This design comes from an exercise in tuning for small area, a short achievable clock period and few clock cycles per item on the open sky130 flow, not from production work.
The RTL was checked by simulation tests, not by an equivalence proof against the original design.
No activity file was given, so power comes from the tool's default toggle rates.

Setup of run A:
// upb_freq_codec
module upb_freq_codec (
    input             clk,
    input             rst,           
    input             in_valid,
    output            in_ready,
    input      [3:0]  in_op,         
    input             in_layout,     
    input      [31:0] in_freq,
    input      [31:0] in_fcint,
    input      [31:0] in_fcfrac,
    input      [15:0] in_dreg0,
    input      [15:0] in_dreg1,
    output            out_valid,
    output     [3:0]  out_fcause,    
    output     [31:0] out_freq,
    output     [7:0]  out_fcint,
    output     [23:0] out_fcfrac,
    output     [15:0] out_dreg0,
    output     [15:0] out_dreg1
);
Size in the first run: ~1200 cells after synthesis, ~240 I/O pins, ~8200 sq um of cells after synthesis.
clock: 11.0 ns
lec_check: 0
cap_margin: 20
core_margin: 2
core_utilization: 55
slew_margin: 20
standard.sh (not shown) runs the stock make flow with config.mk's settings and CLKGATE_MAP_FILE= SYNTH_SCRIPT=/design/flow/synth_recipe.tcl, a recipe that flattens the netlist after the stock synthesis.
==> flow/flow/run.sh <==
#!/bin/bash
# Standard ORFS layout (standard.sh), with the port buffers made of the smallest buffer
# and timing repair aiming below the clock period. Each step's output goes to its own log.
set -euo pipefail
export BUFFER_PORTS_ARGS="-buffer_cell sky130_fd_sc_hd__buf_1"
if [[ -f flow/margin.txt ]]; then export SETUP_SLACK_MARGIN=$(cat flow/margin.txt); fi
bash standard.sh synth > synth.log 2>&1
bash standard.sh floorplan > floorplan.log 2>&1
bash standard.sh place > place.log 2>&1
bash standard.sh cts > cts.log 2>&1
bash standard.sh route > route.log 2>&1
bash standard.sh finish > finish.log 2>&1
==> flow/flow/margin.txt <==
7.3
Testbench counts of run A, summed over its fixed seeds: cycles 13,429, items 2,400.
### run A -> run B
- setting CTS_BUF_LIST to sky130_fd_sc_hd__clkbuf_4 sky130_fd_sc_hd__clkbuf_8 for the first time
- changing CORE_UTILIZATION from 55 to 40
Findings:
Run B has completed all stages; timing, DRC and antenna checks passed. [compare] base=run A new=run B: portion of total power attributed to combinational logic now sits higher; post-synthesis to final-layout area growth now sits higher; non-clock buffer count now sits higher; number of cells on the worst reg-to-reg path now sits higher; wire length now sits higher. In the reports for run B and run A, the smaller area used by multi-input combinational logic belongs to run A. Re total power: run B and run A aren't equal, and the higher value belongs to run B.
Setup changes, run B to run C
- CTS_BUF_LIST no longer set, was sky130_fd_sc_hd__clkbuf_4 sky130_fd_sc_hd__clkbuf_8
Notes after the runs:
[compare] base=run B new=run C: post-layout worst setup margin rose by 0.078 ns; total power picked up an extra 2.0%; design area fell 210 sq um; net switching power figure went down about 0.5%.
[run C] wire length on met2 fell 370 microns relative to run B
Compared with run B, mean number of vias per cell in run C decreased slightly.
Run C vs run B — number of standard cells in the final layout excluding fillers dropped slightly

job 101:
upb_freq_codec, a different RTL version from the one above (not shown whole).
Size: ~62 flip-flops, about 240 I/O pins, ~0.0086 sq mm of cells after synthesis.
// upb_freq_codec
module upb_freq_codec (
    input             clk,
    input             rst,           
    input             in_valid,
    output            in_ready,
    input      [3:0]  in_op,         
    input             in_layout,     
    input      [31:0] in_freq,
    input      [31:0] in_fcint,
    input      [31:0] in_fcfrac,
    input      [15:0] in_dreg0,
    input      [15:0] in_dreg1,
    output            out_valid,
    output     [3:0]  out_fcause,    
    output     [31:0] out_freq,
    output     [7:0]  out_fcint,
    output     [23:0] out_fcfrac,
    output     [15:0] out_dreg0,
    output     [15:0] out_dreg1
);
    localparam [31:0] F_MIN = 32'd775_000_000;
    localparam [31:0] F_MAX = 32'd1_100_000_000;
    reg          busy;       
    reg          rdy;        
    reg          mode;       
    reg  [2:0]   cnt;
    reg  [18:0]  rem;        
    reg  [31:0]  S;          
    reg          ov;
    reg  [2:0]   fc;
    reg          f31;        
    assign in_ready = rdy;
    assign out_valid = ov;
    assign out_fcause = {1'b0, fc};
    wire hz = (in_op == 4'hB);
    wire rh = (in_op == 4'hC);
    wire st = (in_op == 4'hD);
    wire rs = (in_op == 4'hE);
    wire a_bad = (|in_fcint[31:6]) || (|in_fcfrac[31:19]);
    wire b_bad = (|in_fcint[31:8]) || (|in_fcfrac[31:24]);
    wire r_flt = (rh & a_bad) | (st & (in_layout ? a_bad : b_bad));
    wire ill   = ~(hz | rh | st | rs);
    wire go    = hz | rh;
    wire [1:0] p0_dec = {{1{1'b0}}, 1'b1} << in_fcfrac[0:0];
    wire [18:0] p0;
    assign p0[0] = |(p0_dec & 2'h2);
    assign p0[1] = 1'b0;
    assign p0[2] = 1'b0;
    assign p0[3] = |(p0_dec & 2'h2);
    assign p0[4] = 1'b0;
    assign p0[5] = 1'b0;
    assign p0[6] = |(p0_dec & 2'h2);
    assign p0[7] = 1'b0;
    assign p0[8] = 1'b0;
    assign p0[9] = |(p0_dec & 2'h2);
    assign p0[10] = |(p0_dec & 2'h3);
    assign p0[11] = |(p0_dec & 2'h2);
    assign p0[12] = 1'b0;
    assign p0[13] = 1'b0;
    assign p0[14] = |(p0_dec & 2'h2);
    assign p0[15] = 1'b0;
    assign p0[16] = |(p0_dec & 2'h2);
    assign p0[17] = |(p0_dec & 2'h2);
    assign p0[18] = 1'b0;
    reg  [31:0] S_ld;
    always @(*) begin
        case ({in_op[1:0], in_layout})
  ...
==> flow/config.mk <==
export PLATFORM = sky130hd
export DESIGN_NAME = upb_freq_codec
export DESIGN_NICKNAME = upb_freq_codec
export VERILOG_FILES = /design/flow/design.v
export SDC_FILE = /design/flow/constraint.sdc
export NUM_CORES = 4
export LEC_CHECK = 0
export CAP_MARGIN = 20
export CORE_MARGIN = 2
export CORE_UTILIZATION = 45
export SLEW_MARGIN = 20
==> flow/constraint.sdc <==
create_clock -name core_clock -period 11.0 [get_ports {clk}]
set_input_delay 2.2000 -clock core_clock [delete_from_list [all_inputs] [get_ports {clk}]]
set_output_delay 2.2000 -clock core_clock [all_outputs]
set_load 0.01 [all_outputs]
==> flow/flow/margin.txt <==
7.1
Scripts as last shown in full above: flow/flow/run.sh
Testbench counts of job 101, summed over its fixed seeds: cycles 12,458, items 2,400.
#### Input delta (job 102 over job 101)
- a change of CORE_UTILIZATION from 45 to 50
==> flow/flow/margin.txt <==
6.9
==> comparison <==
Summary of job 102 over job 101: part of the total power dissipated in combinational logic fell by 2.6 points; worst relative slew slack rose by 4.1 points; cell-internal power fell by 14 uW; clock network power share rose by 1.9 points; final clock period utilization by the worst path rose by 2.0 points. Going from job 101 to job 102, mux contribution to synthesized area shows no meaningful change; final cell count shows a reduction of 41; initial antenna violation count shows an increase of 1; final hold slack shows a reduction of 15 ps. [job 102] multi-input combinational cell area fell 110 sq um relative to job 101.
[inputs] job 103 vs job 102
- CORE_UTILIZATION changed from 50 to 40
==> flow/flow/margin.txt <==
7.3
When job 103 is set beside job 102, its detailed router's first-iteration violation count turns out to be 1.7% smaller. Across both runs, minimum setup slack in the final design was higher for job 103 than for job 102. Going from job 102 to job 103, utilization after layout shrinks by 7.2 points. Taking job 102 as the reference, in job 103 non-clock buffer instance count of the final layout +60, via count +485, global-route met1 utilization now sits lower. Job 103 vs. job 102: relative area of clock buffers and inverters in the final design dropped 0.41 points, post-detailed-placement cell area climbed 91 sq um. Power, job 102 and job 103: smaller value in job 102.
## Diff of input files: job 104 against job 103
- ABC_AREA now 1, previously not set
- CORE_UTILIZATION now 45, was 40
==> flow/flow/margin.txt <==
7.4
### Flow results
A standard cell with the maximum stage delay on the critical path of ha_4 is what job 104 shows, while a221o_4 belongs to job 103.
Between job 104 and job 103, the register area figures differ only marginally.
Proportion of power drawn by flip-flops and latches of job 103 is on par with job 104.
Compared with job 103, job 104 shows first-pass GRT wire length higher by about 15%.
What job 105 does differently from job 104 at the input level:
- clearing ABC_AREA, which used to be 1
- swapping 45 for 55 in CORE_UTILIZATION
==> flow/flow/margin.txt <==
7.0
Notes after the runs:
In job 105 relative to job 104, non-clock buffer count had gone down by a little under 10%. Delta (job 105 minus job 104): sequential share of layout area increased 1.7 points; count of multi-input combinational gates decreased 22%; time the final worst path needs with I/O delays and setup increased 250 ps; multi-input gate share of total cell area increased 1.8 points; standard cell area after detailed placement decreased about 6.6%. Compared job 105 vs job 104, and total setup buffers inserted after CTS is down in job 105. Minimum setup slack in the final design ends up higher on job 104.

afterwards: timing with drivers on the ports:
No port has a modelled driver above. Below, the same layouts with a new extraction and two added sets of constraints.
Step 1, drivers: a clkbuf_16 drives clk and a buf_2 each remaining input, both assumed.
Step 2 times the ports against the registers' clock, not the clock port: input delays grow and output delays shrink by t, the midpoint of the rising clock arrivals with the driver on.
Three values: no drivers, after step 1, after step 2; two values: the first two.
run	shift t [ns]	slack for setup (ns)	worst setup path after step 2	slew at the worst register clock pin (ns)
run A	0.386	7.272 / 7.272 / 6.991	input to register	0.06 / 0.06
run B	0.406	7.270 / 7.270 / 7.048	input to register	0.09 / 0.09
run C	0.390	7.348 / 7.301 / 7.066	input to register	0.07 / 0.07
job 101	0.403	7.205 / 7.205 / 6.855	input to register	0.07 / 0.07
job 102	0.387	6.989 / 7.011 / 6.624	input to register	0.07 / 0.07
job 103	0.389	7.272 / 7.272 / 7.070	input to register	0.07 / 0.07
job 104	0.384	7.385 / 7.385 / 7.110	input to register	0.06 / 0.06
job 105	0.389	7.138 / 7.138 / 6.817	input to register	0.07 / 0.07
After both steps every run listed still meets setup and hold. For job 102, which loses most, drivers alone change the setup slack by +0.022 ns; drivers and shift together by -0.365 ns.
